Source: an optimization exercise on an open RTL-to-GDS flow (aim: small area, a short achievable clock period and few clock cycles). Production flows keep margins and buffers that such runs may drop. In this exercise RTL edits were held to simulation tests only and were not proved equivalent to the original. No activity file was given, so power comes from the tool's default toggle rates.

**design/flow/design.v**
```verilog
module wpd_decomp (
    input  wire        clk,
    input  wire        rst,           
    input  wire        in_valid,
    input  wire [7:0]  in_data,
    output wire        in_ready,
    output wire        out_valid,
    output wire [7:0]  out_data,
    input  wire        out_ready,
    output wire        ctx_valid,
    output wire [31:0] ignored_count,
    output wire [1:0]  err_code
);
    localparam integer BW = 16;          
    localparam integer PW = 5;
    localparam [1:0] S_HDR  = 2'd0;
    localparam [1:0] S_PASS = 2'd1;
    localparam [1:0] S_CB   = 2'd2;
    localparam [1:0] S_RUN  = 2'd3;
    reg  [BW-1:0] buf_q;    
    reg  [PW-1:0] p;        
    reg  [1:0]  state;
    reg  [2:0]  cnt;        
    reg         is_accel;
    reg  [2:0]  sel;        
    reg  [3:0]  fcnt;       
    reg  [1:0]  phase;      
    reg         drop;
    reg  [7:0]  dq;         
    reg  [7:0]  w0, w1, w2;
    reg         vld;
    reg  [31:0] ignored;
    reg  [1:0]  err;
    reg         ov;         
    reg  [7:0]  ob;
    reg         ov1;        
    reg  [7:0]  ob1;
    wire adv = !ov1;
    reg        push;        
    reg  [7:0] pd;
    wire head_free = !ov || out_ready;
    wire [BW+7:0] wide = {buf_q, 8'h00};
    wire [BW+7:0] wsh  = wide >> p;
    wire [7:0]    x8   = wsh[7:0];
    reg  [3:0] wbits;
    reg  [7:0] dn;
    always @* begin
        case (sel)
            3'd0: begin wbits = 4'd3; dn = (x8[7:5] == 3'b100)   ? {w_next[7:2] == 6'b100000, 7'd0} : {{5{x8[7]}}, x8[7:5]}; end
            3'd1: begin wbits = 4'd4; dn = (x8[7:4] == 4'b1000)  ? {w_next[7:3] == 5'b10000, 7'd0}  : {{4{x8[7]}}, x8[7:4]}; end
            3'd2: begin wbits = 4'd5; dn = (x8[7:3] == 5'b10000) ? {w_next[7:4] == 4'b1000, 7'd0}   : {{3{x8[7]}}, x8[7:3]}; end
            3'd3: begin wbits = 4'd6; dn = (x8[7:2] == 6'b100000 && w_next[7]) ? 8'h80 : {{2{x8[7]}}, x8[7:2]}; end
            3'd4: begin wbits = 4'd8; dn = x8; end
            default: begin wbits = 4'd0; dn = 8'h00; end
        endcase
    end
    wire [7:0] w_next = (phase == 2'd0) ? w0 : w1;
    wire [8:0] s = {w0[7], w0} + {dq[7], dq};
    wire [7:0] dec = (s[8] && !s[7]) ? 8'h80 : (!s[8] && s[7]) ? 8'h7f : s[7:0];
    wire [7:0] newv = (sel == 3'd4) ? dq : dec;
    wire [2:0] cb_sel  = x8[6:4];
    wire       cb_top  = x8[7];
    wire [3:0] cb_fcm1 = x8[3:0];
    wire cb_still = (cb_sel == 3'd5) && cb_top;
    wire cb_lit   = (cb_sel == 3'd4);
    wire cb_bad   = cb_sel[2] && cb_sel != 3'd4 && !cb_still;
    reg  cb_long;
    always @* begin
        case (cb_sel)
            3'd0: cb_long = 1'b0;
            3'd1: cb_long = cb_fcm1 >= 4'd12;
            3'd2: cb_long = cb_fcm1 >= 4'd9;
            3'd3: cb_long = cb_fcm1 >= 4'd8;
            default: cb_long = !cb_still && cb_fcm1 >= 4'd6;
        endcase
    end
    wire [4:0] tag = x8[4:0];
    reg  [2:0] hlen_m1;
    reg        hvalid;
    always @* begin
        hvalid = 1'b1;
        case (tag)
            5'd0: hlen_m1 = 3'd4;
            5'd1: hlen_m1 = 3'd3;
            5'd2: hlen_m1 = 3'd1;
            5'd3: hlen_m1 = {({1'b0, x8[7]} + {1'b0, x8[6]} + {1'b0, x8[5]}), 1'b0};
            5'd4: hlen_m1 = 3'd2;
            5'd5: hlen_m1 = 3'd1;
            5'd7: hlen_m1 = 3'd2;
            5'd8: hlen_m1 = 3'd1;
            default: begin hlen_m1 = 3'd0; hvalid = 1'b0; end
        endcase
    end
    wire have8 = p >= 8;
    wire haveW = p >= {1'b0, wbits};
    wire take  = (phase != 2'd3);            
    wire fend  = drop ? (phase == 2'd2) : (phase == 2'd3);
    wire last  = fend && (fcnt == 4'd0);
    wire step  = !take || haveW;             
    wire in_rdy  = (err == 2'd0) && (p <= BW - 8);
    wire in_fire = in_valid && in_rdy;
    assign in_ready      = in_rdy;
    assign out_valid     = ov;
    assign out_data      = ob;
    assign ctx_valid     = vld;
    assign ignored_count = ignored;
    assign err_code      = err;
    reg [3:0] cons;
    reg       align;
    always @* begin
        cons  = 4'd0;
        align = 1'b0;
        if (err == 2'd0 && adv) begin
            case (state)
                S_HDR:  if (have8) cons = 4'd8;
                S_PASS: if (have8) cons = 4'd8;
                S_CB:   if (have8 && !cb_long && !cb_bad) cons = 4'd8;
                default: if (step) begin
                    if (take) cons = wbits;
                    align = last;
                end
            endcase
        end
    end
    wire [PW-1:0] p_cons = p - cons;
    wire [PW-1:0] p_al   = align ? {p_cons[PW-1:3], 3'b000} : p_cons;
    wire [PW-1:0] p_al8  = p_al + 5'd8;
    wire [PW-1:0] p_next = in_fire ? p_al8 : p_al;
    always @* begin
        push = 1'b0;
        pd   = x8;
        if (err == 2'd0 && adv) begin
            case (state)
                S_HDR:  push = have8 && tag != 5'd6 && hvalid;
                S_PASS: push = have8;
                S_CB:   push = 1'b0;
                default: begin
                    push = step && !drop;
                    pd   = (phase == 2'd0) ? 8'h01 : newv;
                end
            endcase
        end
    end
    always @(posedge clk) begin
        if (head_free)
            ob <= ov1 ? ob1 : pd;
        if (!ov1)
            ob1 <= pd;
        if (in_fire)
            buf_q <= {buf_q[BW-9:0], in_data};
        if (err == 2'd0 && adv) begin
            case (state)
                S_HDR: if (have8) begin
                    is_accel <= (tag == 5'd1);
                    cnt      <= hlen_m1;
                    sel      <= 3'd4;
                end
                S_PASS: if (have8) begin
                    cnt <= cnt - 3'd1;
                end
                S_CB: if (have8) begin
                    sel   <= cb_still ? 3'd5 : cb_sel;
                    fcnt  <= cb_fcm1;
                    drop  <= !cb_lit && !vld;
                    phase <= 2'd0;
                end
                default: if (step) begin
                    if (take)
                        dq <= dn;
                    if (fend) begin
                        phase <= 2'd0;
                        fcnt  <= fcnt - 4'd1;
                    end else
                        phase <= phase + 2'd1;
                end
            endcase
        end
    end
    always @(posedge clk) begin
        if (rst) begin
            p        <= 0;
            state    <= S_HDR;
            w0       <= 8'd0;
            w1       <= 8'd0;
            w2       <= 8'd0;
            vld      <= 1'b0;
            ignored  <= 32'd0;
            err      <= 2'd0;
            ov       <= 1'b0;
            ov1      <= 1'b0;
        end else begin
            p   <= p_next;
            ov  <= ov1 || push || !head_free;
            ov1 <= !head_free && (ov1 || push);
            if (err == 2'd0 && adv) begin
                case (state)
                    S_HDR: if (have8) begin
                        if (tag == 5'd6) begin
                            state <= S_CB;
                        end else if (!hvalid) begin
                            err <= 2'd1;
                        end else begin
                            if (tag == 5'd1)
                                vld <= 1'b1;
                            if (hlen_m1 != 3'd0)
                                state <= S_PASS;
                        end
                    end
                    S_PASS: if (have8) begin
                        if (is_accel) begin
                            w0 <= w1;
                            w1 <= w2;
                            w2 <= x8;
                        end
                        if (cnt == 3'd1)
                            state <= S_HDR;
                    end
                    S_CB: if (have8) begin
                        if (cb_long) begin
                            err <= 2'd1;
                        end else if (cb_bad) begin
                            err <= 2'd2;
                        end else begin
                            if (cb_lit)
                                vld <= 1'b1;
                            if (!cb_lit && !vld) begin
                                ignored <= ignored + 32'd1;
                                state   <= cb_still ? S_HDR : S_RUN;
                            end else
                                state <= S_RUN;
                        end
                    end
                    default: if (step) begin
                        if (phase != 2'd0 && !drop) begin
                            w0 <= w1;
                            w1 <= w2;
                            w2 <= newv;
                        end
                        if (last)
                            state <= S_HDR;
                    end
                endcase
            end
        end
    end
endmodule
```
**design/flow/run.sh**
```bash
#!/bin/bash
# synth_recipe.tcl (not shown) runs the flow's synth.tcl, then flattens the netlist and writes it again
# the make line also repeats each setting of config.mk as NAME=value (left out here)
make -C /OpenROAD-flow-scripts/flow DESIGN_CONFIG=/design/flow/config.mk WORK_HOME=/design/flow/orfs CLKGATE_MAP_FILE= SYNTH_SCRIPT=/design/flow/synth_recipe.tcl finish
```
**design/flow/config.mk**
```make
export PLATFORM = sky130hd
export DESIGN_NAME = wpd_decomp
export DESIGN_NICKNAME = wpd_decomp
export VERILOG_FILES = /design/flow/design.v
export SDC_FILE = /design/flow/constraint.sdc
export NUM_CORES = 4
export LEC_CHECK = 0
export CAP_MARGIN = 20
export CORE_MARGIN = 2
export CORE_UTILIZATION = 65
export CTS_BUF_LIST = sky130_fd_sc_hd__clkbuf_4 sky130_fd_sc_hd__clkbuf_8
export SLEW_MARGIN = 20
```
**design/flow/constraint.sdc**
```tcl
create_clock -name core_clock -period 10.0 [get_ports {clk}]
set_input_delay 2.0000 -clock core_clock [delete_from_list [all_inputs] [get_ports {clk}]]
set_output_delay 2.0000 -clock core_clock [all_outputs]
set_load 0.01 [all_outputs]
```
==> flow_metrics.py, run 1 <==
metrics = {
    "setup_path": {
        "crit_chain": "nor2b_1 -> nand2_1 -> and4b_1 -> nor2_1 -> o21ai_1 -> a32oi_1 -> nor2_1 -> a221oi_1 -> ha_1 -> a21oi_1 -> xor2_1 -> or3_1 -> a21oi_1",
        "worst-path-stages": 13,
        "required_ps": 10370,
        "r2r_end": "p[4]",
        "arrival_ps": 5000,
        "crit_family": "simple AND/OR/NAND/NOR gates",
        "r2r_start": "p[3]",
        "regToRegSetupSlack_ps": 5380,
        "cpMaxStageDelayCell": "dfxtp_1",
        "endpoint_kind": "register",
        "critical_path.max_stage_delay_ps": 850,
        "cp.buffers_inverters": 0,
        "setup.worst_path.class": "reg2reg",
        "start_kind": "register",
        "crit_fanout": 23,
        "reg2reg_depth": 13,
    },
    "finish": {
        "fillers": 808,
        "final_area_um2": 8550,
        "diodes": 0,
        "syn_to_final_growth_pct": 12.1,
        "nNetsFinal": 911,
        "drive_above_1_share": 0.0824,
    },
    "run_status": {
        "status": "complete, no violations",
    },
    "hold_path": {
        "hold_path.class": "reg2reg",
        "hold_end": "w1[7]",
        "holdPathStages": 2,
        "hold_start": "w2[7]",
    },
    "die": {
        "num_io_pins": 57,
        "start_util": 0.668,
        "die_w_um": 112,
        "die_h_um": 112,
        "fp-row-count": 39,
        "die_area_um2": 12600,
        "core_um2": 11400,
    },
    "cts": {
        "cts_max_path_buffers": 2,
        "ctsHoldBuffers": 0,
        "cts.sinks": 122,
        "ctsResizeCount": 0,
        "htreeDepth": 4,
        "clk_pin_slew_ps": 70,
        "clk_latency_ps": 460,
        "cts_buffers": 17,
        "cts_tree": "yes",
        "cts_setup_buffers": 0,
        "cts-root-buf": "clkbuf_8",
    },
    "global_routing": {
        "grt_pass1_wl_um": 32700,
        "grt_max_degree": 91,
        "gr-total-overflow": 0,
        "antenna_found_initial": 0,
        "grt_pass1_vias": 6590,
        "track_usage": 0.323,
    },
    "run": {
        "cap_violations": 0,
    },
    "synthesis": {
        "synth_area_per_cell_um2": 9.02,
        "synth-seq-area-share": 0.380,
        "synth_largest_area_cell": "dfxtp_1",
        "synth_area_leaders": "dfxtp_1, edfxtp_1, mux4_2, a21oi_1, ha_1",
        "synth_edf_count": 46,
        "synth_cell_types": 82,
        "syn-cell-area_um2": 7630,
        "synth_top_area_frac": 0.199,
        "ys_ff_latch": 122,
        "yosys_warnings": 1,
        "ys.flop_type": "dfxtp_1",
        "ys_async_sr_fraction": 0,
        "syn_inst": 846,
        "syn_nets": 884,
    },
    "pwr": {
        "switchingPower_uw": 775,
        "clockPowerShare": 0.215,
        "combPwrFrac": 0.402,
        "power_leakage_uw": 0.00308,
        "vdd.ir_drop.worst_uv": 180,
        "swShare": 0.410,
        "p_int_uw": 1120,
        "power_density_nw_per_um2": 221,
        "power_frac_seq": 0.383,
    },
    "sta": {
        "report.final.slew_viol_count": 0,
        "max_freq_mhz": 216,
        "setup_viol_count_final": 0,
        "period_share": 0.462,
        "slew_headroom": 0.318,
        "fin_setup_tns_ps": 0,
        "skew_ps": 18.0,
        "grt_setup_unrepaired": "no",
        "tightest_slew_ps": 1020,
        "holdWs_ps": 455,
        "hold_viol_final": 0,
        "fin_crit_ps": 4620,
    },
    "route": {
        "detail_route.vias_per_cell": 6.72,
        "num_vias": 6918,
        "route.detailed.drc": 0,
        "wl_per_cell_um": 19.4,
        "drt-initial-drc-count": 730,
        "dr.pass1.iters": 5,
        "ant_nets": 0,
        "routed_wl_um": 19900,
    },
    "placement": {
        "io_buffers": 56,
        "routabilityCongestion": 0.922,
        "hpwl_um": 13800,
        "placed_cell_area_um2": 8200,
    },
}
-- per-stage QoR --
| step | cells | total power, uW | util | setup WS [ps] |
|---|---|---|---|---|
| after floorplan | 846 | 1230 | - | 6050 |
| after global placement | 997 | 1430 | 0.718 | 5670 |
| after detailed placement | 997 | 1460 | 0.718 | 5540 |
| after CTS | 1029 | 1870 | 0.749 | 5500 |
| after global routing | 1029 | 1980 | 0.749 | 4920 |
| final | 1029 | 1890 | 0.749 | 5380 |
-- synthesized netlist by cell type, drive strengths merged (7+ instances only) --
cell / number
edfxtp: 46
o31ai: 14
nor2b: 37
mux4: 14
a22oi: 15
a21oi: 60
a211oi: 12
nand2: 71
and2: 8
o21ai: 37
clkbuf: 47
mux2: 26
nor3: 39
nor2: 73
and4: 7
or3: 7
o211ai: 7
nand2b: 16
or4: 9
mux2i: 12
buf: 11
inv: 26
and3: 11
a21o: 9
dfxtp: 76
xnor2: 7
nand4: 10
ha: 23
nand3: 22
-- sequential cells by signal, indices dropped and copies added, names as in the netlist --
register	cells
ov	1
state	2
phase	2
w2	8
ob1	8
dq	8
vld	1
ob	8
w0	8
is_accel	1
p	5
w1	8
err	2
sel	3
buf_q	16
cnt	3
ov1	1
ignored	32
drop	1
fcnt	4
-- worst max path at each step --
stage	start	slack [ps]	to
after floorplan	sel[1]	6050	p[4]
after global placement	p[3]	5670	p[4]
after detailed placement	p[3]	5540	p[4]
after CTS	p[3]	5500	p[4]
after global routing	p[3]	4920	p[4]
final	p[3]	5380	p[4]
-- worst register-to-register path: cells and delay by family, from the launching register on --
kind / cells / cell delay, ps
xor+xnor: 1 / 100
compound gates: 5 / 1320
flops: 1 / 850
fa+ha+maj: 1 / 310
simple gates: 6 / 1980
-- routing by layer --
metal	GRT usage	routed length (um)	share of wire
met1	0.419	8110	0.41
met2	0.527	9530	0.48
met3	0.0653	1620	0.081
met4	0.146	684	0.034
met5	0	0	0
-- kinds of logic after synthesis --
family	Yosys count	share of synthesized area
XOR/XNOR	13	0.0149
adder cells (fa/ha/maj)	28	0.0482
flip-flops	122	0.380
AND/OR/NAND/NOR	334	0.226
buffers and inverters	85	0.0458
AO/OA/AOI/OAI	212	0.189
multiplexers	52	0.0954
-- area by class of cell --
class                      instances  area, um^2  share of cell area
timing repair buffer              66         631              0.0737
multi-input combinational        639        4380               0.513
tap                              143         179              0.0209
sequential                       122        2900               0.339
clock buffer                      19         255              0.0299
clock inverter                    13        98.8              0.0116
inverter                          27         101              0.0119
-- cell usage in the layout (no fill, tap or decap), types with 7 or more instances in the layout --
cell,instances
or4_1,9
or3_1,7
mux2i_1,12
a21oi_1,58
a211oi_1,12
nand2b_1,16
nand3_1,22
inv_1,24
o31ai_1,11
clkdlybuf4s50_1,55
nor3_1,39
a21o_1,9
xnor2_1,7
nor2_1,73
mux4_2,14
o21ai_0,34
mux2_1,23
ha_1,23
clkbuf_8,18
edfxtp_1,46
nand2_1,71
and4_1,7
a22oi_1,15
o211ai_1,7
nor2b_1,37
buf_4,10
nand4_1,10
and2_1,8
and3_1,11
dfxtp_1,76
-- power by group through the flow --
stage / Clock (uW) / Sequential [uW] / Combinational, uW
CTS: 409 / 722 / 737
global route: 426 / 735 / 818
global placement: 0 / 725 / 703
floorplan: 0 / 686 / 549
detailed placement: 0 / 730 / 727
finish: 407 / 724 / 759
Testbench counts, summed over its fixed seeds: cycles 92,272.
==> run 2, diff against run 1 <==
--- a/design/flow/config.mk
+++ b/design/flow/config.mk
@@ -9,4 +9,3 @@
 export CORE_MARGIN = 2
-export CORE_UTILIZATION = 65
-export CTS_BUF_LIST = sky130_fd_sc_hd__clkbuf_4 sky130_fd_sc_hd__clkbuf_8
+export CORE_UTILIZATION = 40
 export SLEW_MARGIN = 20
==> flow_metrics.py, run 2 <==
metrics = {
    "sta": {
        "hold_viol_final": 0,
        "fin_ws_ps": 5530,
        "fin_crit_ps": 4470,
        "report.final.slew_viol_count": 0,
        "tightest_slew_ps": 1020,
        "period_share": 0.447,
        "fin_setup_tns_ps": 0,
        "grt_setup_unrepaired": "no",
        "setup_viol_count_final": 0,
        "max_freq_mhz": 224,
        "holdWs_ps": 451,
        "skew_ps": 13.0,
        "slew_headroom": 0.318,
    },
    "pwr": {
        "vdd.ir_drop.worst_uv": 159,
        "power_density_nw_per_um2": 235,
        "power_leakage_uw": 0.00321,
    },
    "die": {
        "die_w_um": 142,
        "fp-row-count": 50,
        "core_um2": 18700,
        "die_h_um": 142,
        "die_area_um2": 20200,
        "num_io_pins": 57,
        "start_util": 0.408,
    },
    "placement": {
        "numPlacedInstances": 1091,
        "io_buffers": 56,
        "routabilityCongestion": 0.918,
        "hpwl_um": 13700,
        "pre_cts_slack_ps": 5590,
    },
    "synthesis": {
        "synthMostInstantiatedCell": "dfxtp_1",
        "ys_async_sr_fraction": 0,
        "synth-seq-area-share": 0.380,
        "yosys.area_share.adder": 0.0482,
        "synth_top_area_frac": 0.199,
        "synth_edf_count": 46,
        "synth_cell_types": 82,
        "syn-cell-area_um2": 7630,
        "yosys_warnings": 1,
        "synth-compound-area-share": 0.189,
        "synth_commonest_cells": "dfxtp_1, nor2_1, nand2_1",
        "ys.flop_type": "dfxtp_1",
        "ys_ff_latch": 122,
        "synthMuxAreaShare": 0.0954,
        "synthXorXnorAreaFrac": 0.0149,
        "synth-simple-area-share": 0.226,
        "synth_area_per_cell_um2": 9.02,
        "synth_largest_area_cell": "dfxtp_1",
        "syn_nets": 884,
        "syn_inst": 846,
        "synth_top_family_by_area": "simple AND/OR/NAND/NOR gates",
        "synth_area_leaders": "dfxtp_1, edfxtp_1, mux4_2, a21oi_1, ha_1",
    },
    "finish": {
        "drive_above_1_share": 0.0877,
        "largest_reg_flops": 32,
        "layout_commonest_cell": "dfxtp_1",
        "diodes": 0,
        "reg_top3": "ignored: 32 flops, buf_q: 16 flops",
        "syn_to_final_growth_pct": 17.0,
        "nNetsFinal": 914,
        "final_core_util": 0.477,
        "fin_cells": 1123,
        "largest-register": "ignored",
        "final_cell_mix": "dfxtp_1, nor2_1, nand2_1, a21oi_1, clkdlybuf4s50_1",
    },
    "run": {
        "cap_violations": 0,
    },
    "setup_path": {
        "arrival_ps": 4810,
        "setup.worst_path.class": "reg2reg",
        "crit_fanout": 15,
        "start_kind": "register",
        "endpoint_kind": "register",
        "required_ps": 10340,
    },
    "global_routing": {
        "grt_pass1_vias": 5980,
        "grt_max_degree": 91,
        "grt_pass1_wl_um": 32000,
        "gr-total-overflow": 0,
        "track_usage": 0.200,
        "antenna_found_initial": 0,
    },
    "hold_path": {
        "hold_path.class": "reg2reg",
    },
    "cts": {
        "cts_max_path_buffers": 2,
        "ctsResizeCount": 0,
        "cts_setup_buffers": 0,
        "ctsHoldBuffers": 0,
        "cts.sinks": 122,
        "htreeDepth": 4,
        "cts-root-buf": "clkbuf_16",
        "cts_buffers": 17,
        "cts_tree": "yes",
        "clk_pin_slew_ps": 60,
        "clk_latency_ps": 430,
    },
    "route": {
        "detail_route.vias_per_cell": 5.88,
        "drt-initial-drc-count": 614,
        "dr.pass1.iters": 5,
        "wl_per_cell_um": 17.8,
        "routed_wl_um": 20000,
        "route.detailed.drc": 0,
        "num_vias": 6606,
        "ant_nets": 0,
    },
    "run_status": {
        "status": "complete, no violations",
    },
}
run 2: cell counts after synthesis:
Identical to the previous run, type by type.
run 2: path summary, 6_finish.rpt:
| path | startpoint | end | slack [ps] | cells past startpoint |
|---|---|---|---|---|
| setup reg to reg | p[3] | p[4] | 5530 | 14 |
| hold reg to reg | w2[3] | w1[3] | 450 | 2 |
| hold / removal | w2[3] | w1[3] | 450 | 2 |
| setup / recovery | p[3] | p[4] | 5530 | 14 |
run 2: where the power goes:
group	switching [uW]	internal, uW	total, uW
registers	89.2	627	716
clock network	244	384	627
logic	465	291	755
run 2: critical path, cell delays in order (launching register included):
cell	delay (ps)
dfxtp_1	500
buf_4	270
nor2b_1	380
nand2_1	80
and4b_1	240
nor2_1	780
o21ai_1	300
a32oi_1	350
nor2_1	80
a221oi_1	340
ha_1	320
a21oi_1	160
xor2_1	90
or3_1	320
a21oi_1	150
run 2: cell families (layout without fill, tap and decap cells):
logic type                 after synthesis  in the layout
AOI/OAI and AO/OA                      212            212
and+or+nand+nor                        334            334
muxes                                   52             52
xor gates and xnor gates                13             13
adders and majority gates               28             28
buffers and inverters                   85            128
DFF                                    122            122
run 2: layout make-up:
class / count / area, um^2
clock inverters: 13 / 140
well taps: 234 / 293
fillers: 1774 / 9780
flip-flops and latches: 122 / 2900
repair buffers: 69 / 653
multi-input cells: 639 / 4380
clock buffers: 19 / 454
inverters: 27 / 101
run 2: per-layer routing:
metal  share of wire  vias up  global-route usage
met5               0        -                   0
met4           0.016        0              0.0679
met3           0.058       20              0.0421
met2            0.45      226               0.299
met1            0.48     3147               0.287
li1                -     3213                   -
run 2: stage by stage:
stage / instance area, um^2 / total power, uW
floorplan: 7630 / 1230
global placement: 8330 / 1470
detailed placement: 8330 / 1470
CTS: 8930 / 2100
global route: 8930 / 2220
finish: 8930 / 2100

-- static timing again, ports no longer ideal --
In the flow no input, the clock included, has a driving cell. The finished layouts below were timed again as built, in two steps.
Step 1: set_driving_cell puts a clkbuf_16 on clk and a buf_2 on each other input, an assumption about the parent block.
Step 2 times the ports against the registers' clock, not the clock port: input delays grow and output delays shrink by t, the midpoint of the rising clock arrivals with the driver on.
a / b / c = ideal ports / drivers / drivers and shift; a / b = the first two.
run | shift t [ns] | setup WS [ns] | worst setup path at the end | clock arrival spread, ns
run 1 | 0.491 | 5.375 / 5.375 / 5.375 | register to register | 0.018 / 0.018
run 2 | 0.470 | 5.530 / 5.530 / 5.530 | register to register | 0.013 / 0.013
After both steps setup and hold are still met in every run listed.
